Context: an optimization exercise on an open-source flow, tuned for small area, a short achievable clock period and few clock cycles per item. The choices shown serve that exercise and are no tape-out recipe.
Only simulation tests tie the RTL to the original design; equivalence was not proved.

lane 1:
## wsr_ramp_scaler
module wsr_ramp_scaler (
    input  wire        clk,
    input  wire        rst,
    input  wire        cmd_valid,
    output wire        cmd_ready,
    input  wire [31:0] cmd_gs,
    input  wire [31:0] cmd_ge,
    input  wire [15:0] cmd_n,
    input  wire [7:0]  cmd_c,
    input  wire        in_valid,
    output wire        in_ready,
    input  wire [31:0] in_data,
    output reg         out_valid,
    input  wire        out_ready,
    output reg  [31:0] out_data,
    output reg         out_last
);
    reg         cmd_rdy, in_rdy, in_rdy_o;
    assign cmd_ready = cmd_rdy;
    assign in_ready  = in_rdy_o;     
    reg         p_valid, p_subbed, p_loaded, p_nz;
    reg  [31:0] p_gs, p_ge;
    reg  [15:0] p_n;
    reg  [7:0]  p_c;
    reg         r_active, r_first;
    reg  [15:0] r_cnt;           
    reg  [31:0] gs_cur;
    reg         q_valid, q_sub, q_first, q_lastf;
    reg  [23:0] x_mbig, x_msmall;
    reg  [4:0]  x_dsh;
    reg  [7:0]  x_ebig;
    reg         x_addsub, x_sign, x_zsign, x_nan, x_inf;
    reg         a1_valid, a1_sub, a1_first, a1_lastf;
    reg  [27:0] a1_sum;
    reg  [7:0]  a1_ebig;
    reg         a1_sign, a1_zsign, a1_nan, a1_inf;
    reg         g_valid, g_lastf;
    reg         g_sign, g_nan, g_inf, g_zero;
    reg  signed [9:0] g_exp;
    reg  [22:0] g_man;
    reg         s0_valid, s0_nrm, s0_sign, s0_hid;
    reg  [7:0]  s0_expf;
    reg  [22:0] s0_man;
    reg  [4:0]  s0_k;
    reg  [7:0]  chan, cm1;
    reg         s1_valid, s1_dn, s1_last, s1_sign, s1_st;
    reg  [25:0] s1_p;
    reg  signed [10:0] s1_e;
    reg  [1:0]  s1_kind;
    reg         ob_valid, ob_last;
    reg  [31:0] ob_data;
    wire        go        = !ob_valid;
    wire        s1_stall  = s1_valid && s1_dn;
    wire        s1_adv    = go && !s1_stall;
    wire        s0_dep    = s0_valid && !s0_nrm && s1_adv && g_valid;
    wire        last_chan = (chan == cm1);
    wire        consume   = s0_dep && last_chan;
    wire        in_fire   = in_valid && in_rdy;
  ...
Size in the first run: about 160 I/O pins, roughly 59000 sq um of cells after synthesis.
==> flow/config.mk <==
export PLATFORM = sky130hd
export DESIGN_NAME = wsr_ramp_scaler
export DESIGN_NICKNAME = wsr_ramp_scaler
export VERILOG_FILES = /design/flow/design.v
export SDC_FILE = /design/flow/constraint.sdc
export NUM_CORES = 4
export LEC_CHECK = 0
export CAP_MARGIN = 20
export CORE_MARGIN = 2
export CORE_UTILIZATION = 55
export CTS_BUF_LIST = sky130_fd_sc_hd__clkbuf_8
export SLEW_MARGIN = 20
==> flow/constraint.sdc <==
create_clock -name core_clock -period 36.0 [get_ports {clk}]
set_input_delay 7.2000 -clock core_clock [delete_from_list [all_inputs] [get_ports {clk}]]
set_output_delay 7.2000 -clock core_clock [all_outputs]
set_load 0.01 [all_outputs]
standard.sh (not shown) runs the stock make flow with config.mk's settings and CLKGATE_MAP_FILE= SYNTH_SCRIPT=/design/flow/synth_recipe.tcl, a recipe that flattens the netlist after the stock synthesis.
==> flow/flow/run.sh <==
#!/bin/bash
# Own layout flow: the standard flow (standard.sh, unchanged synthesis),
# with two changes to how the layout is made:
#  - the port buffers are sky130_fd_sc_hd__buf_2 cells instead of the delay
#    buffers buffer_ports picks by default;
#  - the resizer's setup repair is asked to keep a margin below the clock
#    period, so that it sizes the cells on the longest paths instead of
#    leaving the minimum-size cells that synthesis gave.
# The constraints (SDC) are the standard flow's own and unchanged. Each step's full
# output goes to a log file here.
set -euo pipefail
export SETUP_SLACK_MARGIN=27.4
export BUFFER_PORTS_ARGS="-buffer_cell sky130_fd_sc_hd__buf_2"
bash standard.sh synth > synth.log 2>&1
bash standard.sh finish > layout.log 2>&1
Lane 1 ended with every stage complete and zero timing, DRC or antenna violations.
Testbench counts of lane 1, summed over its fixed seeds: cycles 52,356, samples 52,064.
#### Input delta (lane 2 over lane 1)
-- flow/design.v --
<<< lane 1, line 217
    input  wire              load_n,     
    input  wire [15:0]       n,
    input  wire              start,      
    input  wire              a_sign,
>>> lane 2, line 217
    input  wire              load_n,     
    input  wire [15:0]       n,
    input  wire [31:0]       ge,         
    output wire [31:0]       ge_q,
    input  wire              start,      
    input  wire              a_sign,
<<< lane 1, line 267
            sn <= sn + 4'd1;
        end
        case (state)
            S_IDLE: begin
                rem   <= {1'b0, a_sig};
                q     <= 26'd0;
                cnt   <= 5'd0;
                ex    <= $signed({a_exp[9], a_exp}) - 11'sd15;
>>> lane 2, line 269
            sn <= sn + 4'd1;
        end
        if (load_n)
            {rem[5:0], q} <= ge;
        else if (state == S_IDLE && start) begin
            rem   <= {1'b0, a_sig};
            q     <= 26'd0;
        end
        case (state)
            S_IDLE: begin
                cnt   <= 5'd0;
                ex    <= $signed({a_exp[9], a_exp}) - 11'sd15;
<<< lane 1, line 300
    wire [30:0] pk  = {q[25] ? ex[7:0] : 8'd0, q[24:2]} + {30'd0, inc};
    assign ready  = (state == S_DONE);
    assign d_sign = sg;
    assign d_nan  = fnan;
>>> lane 2, line 306
    wire [30:0] pk  = {q[25] ? ex[7:0] : 8'd0, q[24:2]} + {30'd0, inc};
    assign ready  = (state == S_DONE);
    assign ge_q   = {rem[5:0], q};
    assign d_sign = sg;
    assign d_nan  = fnan;
<<< lane 1, line 327
    assign in_ready  = in_rdy_o;     
    reg         p_valid, p_subbed, p_loaded, p_nz;
    reg  [31:0] p_gs, p_ge;
    reg  [15:0] p_n;
    reg  [7:0]  p_c;
>>> lane 2, line 334
    assign in_ready  = in_rdy_o;     
    reg         p_valid, p_subbed, p_loaded, p_nz;
    reg  [31:0] p_gs;
    reg  [15:0] p_n;
    reg  [7:0]  p_c;
<<< lane 1, line 373
    wire        r_last    = (r_cnt == 16'd0);
    wire        div_ready, d_sign, d_nan, d_inf;
    wire [7:0]  d_exp;
    wire [23:0] d_sig;
>>> lane 2, line 380
    wire        r_last    = (r_cnt == 16'd0);
    wire        div_ready, d_sign, d_nan, d_inf;
    wire [31:0] p_ge;            
    wire [7:0]  d_exp;
    wire [23:0] d_sig;
<<< lane 1, line 379
    wire [23:0] y_sig;
    wsr_fp_div u_div (
        .clk(clk), .rst(rst), .load_n(!p_valid), .n(cmd_n),
        .start(a1_valid && a1_sub),
        .a_sign(y_sign), .a_exp(y_exp), .a_sig(y_sig),
>>> lane 2, line 387
    wire [23:0] y_sig;
    wsr_fp_div u_div (
        .clk(clk), .rst(rst), .load_n(!p_valid), .n(cmd_n), .ge(cmd_ge), .ge_q(p_ge),
        .start(a1_valid && a1_sub),
        .a_sign(y_sign), .a_exp(y_exp), .a_sig(y_sig),
<<< lane 1, line 423
                                      : (p_nz && !(g_load && a1_first));
    wire        g_valid_n  = g_load || (g_valid && !consume);
    wire        in_nrm     = (in_data[30:23] == 8'd0) && (in_data[22:0] != 23'd0);
    wire        s0_valid_n = in_fire || (s0_valid && !s0_dep);
    wire        s0_nrm_n   = in_fire ? in_nrm : (s0_nrm && !s0_man[22]);
    wire        s1_valid_n = s1_adv ? s0_dep : s1_valid;
    wire        s1_dn_n    = s1_adv ? ((m_e47 < 11'sd2) && (m_kind == 2'd0))
>>> lane 2, line 431
                                      : (p_nz && !(g_load && a1_first));
    wire        g_valid_n  = g_load || (g_valid && !consume);
    wire        in_nrm     = (in_data[30:23] == 8'd0);
    wire        s0_mz      = (s0_man == 23'd0);
    wire        s0_valid_n = in_fire || (s0_valid && !s0_dep);
    wire        s0_nrm_n   = in_fire ? in_nrm : (s0_nrm && !s0_man[22] && !s0_mz);
    wire        s1_valid_n = s1_adv ? s0_dep : s1_valid;
    wire        s1_dn_n    = s1_adv ? ((m_e47 < 11'sd2) && (m_kind == 2'd0))
<<< lane 1, line 435
        if (!p_valid) begin
            p_gs <= cmd_gs;
            p_ge <= cmd_ge;
            p_n  <= cmd_n;
            p_c  <= cmd_c;
>>> lane 2, line 444
        if (!p_valid) begin
            p_gs <= cmd_gs;
            p_n  <= cmd_n;
            p_c  <= cmd_c;
<<< lane 1, line 487
            s0_man  <= in_data[22:0];
            s0_k    <= 5'd0;
        end else if (s0_nrm) begin
            s0_man  <= {s0_man[21:0], 1'b0};
            s0_k    <= s0_k + 5'd1;
>>> lane 2, line 495
            s0_man  <= in_data[22:0];
            s0_k    <= 5'd0;
        end else if (s0_nrm && !s0_mz) begin
            s0_man  <= {s0_man[21:0], 1'b0};
            s0_k    <= s0_k + 5'd1;
- On area growth from synthesis to layout: between lane 1 and lane 2, it ends up higher for lane 2.
- In lane 2 the non-clock buffer count turned out 36 higher than in lane 1.
- Lower count of antenna diodes in the layout goes to lane 1 over lane 2.
- Lane 2 against lane 1: actual slew at the worst max-slew pin now sits higher; hold slack now sits higher.
- Summary of lane 2 over lane 1: global placement routability congestion +0.35%.
- The lower wire length of lane 1 and lane 2 is in lane 1.
- Compared with lane 1, in lane 2 cell area after technology mapping went down by about 1.6%; sequential cell area went down by 1500 sq um.
Testbench counts of lane 2, summed over its fixed seeds: cycles 52,356, samples 52,064.

[separate check: timing with driven ports]
In the flow no input, the clock included, has a driving cell. The finished layouts below were timed again as built, in two steps.
Step 1, drivers: a clkbuf_16 drives clk and a buf_2 each remaining input, both assumed.
Step 2 moves the port delays by t, midway between the first and last clock arrival at a register: inputs arrive t later, outputs are due t later. That takes back most of the time a late clock gives input paths.
Three values: ideal ports, drivers, drivers and shift; two values: the first two.
| run | shift t [ns] | setup WS [ns] | worst slew at a driven data input, ns |
|---|---|---|---|
| lane 1 | 0.843 | 27.435 / 27.365 / 27.195 | 0.04 |
| lane 2 | 0.852 | 27.462 / 27.391 / 27.332 | 0.13 |
After both steps every run listed still meets setup and hold. For lane 1, which loses most, drivers alone change the setup slack by -0.070 ns; drivers and shift together by -0.240 ns.
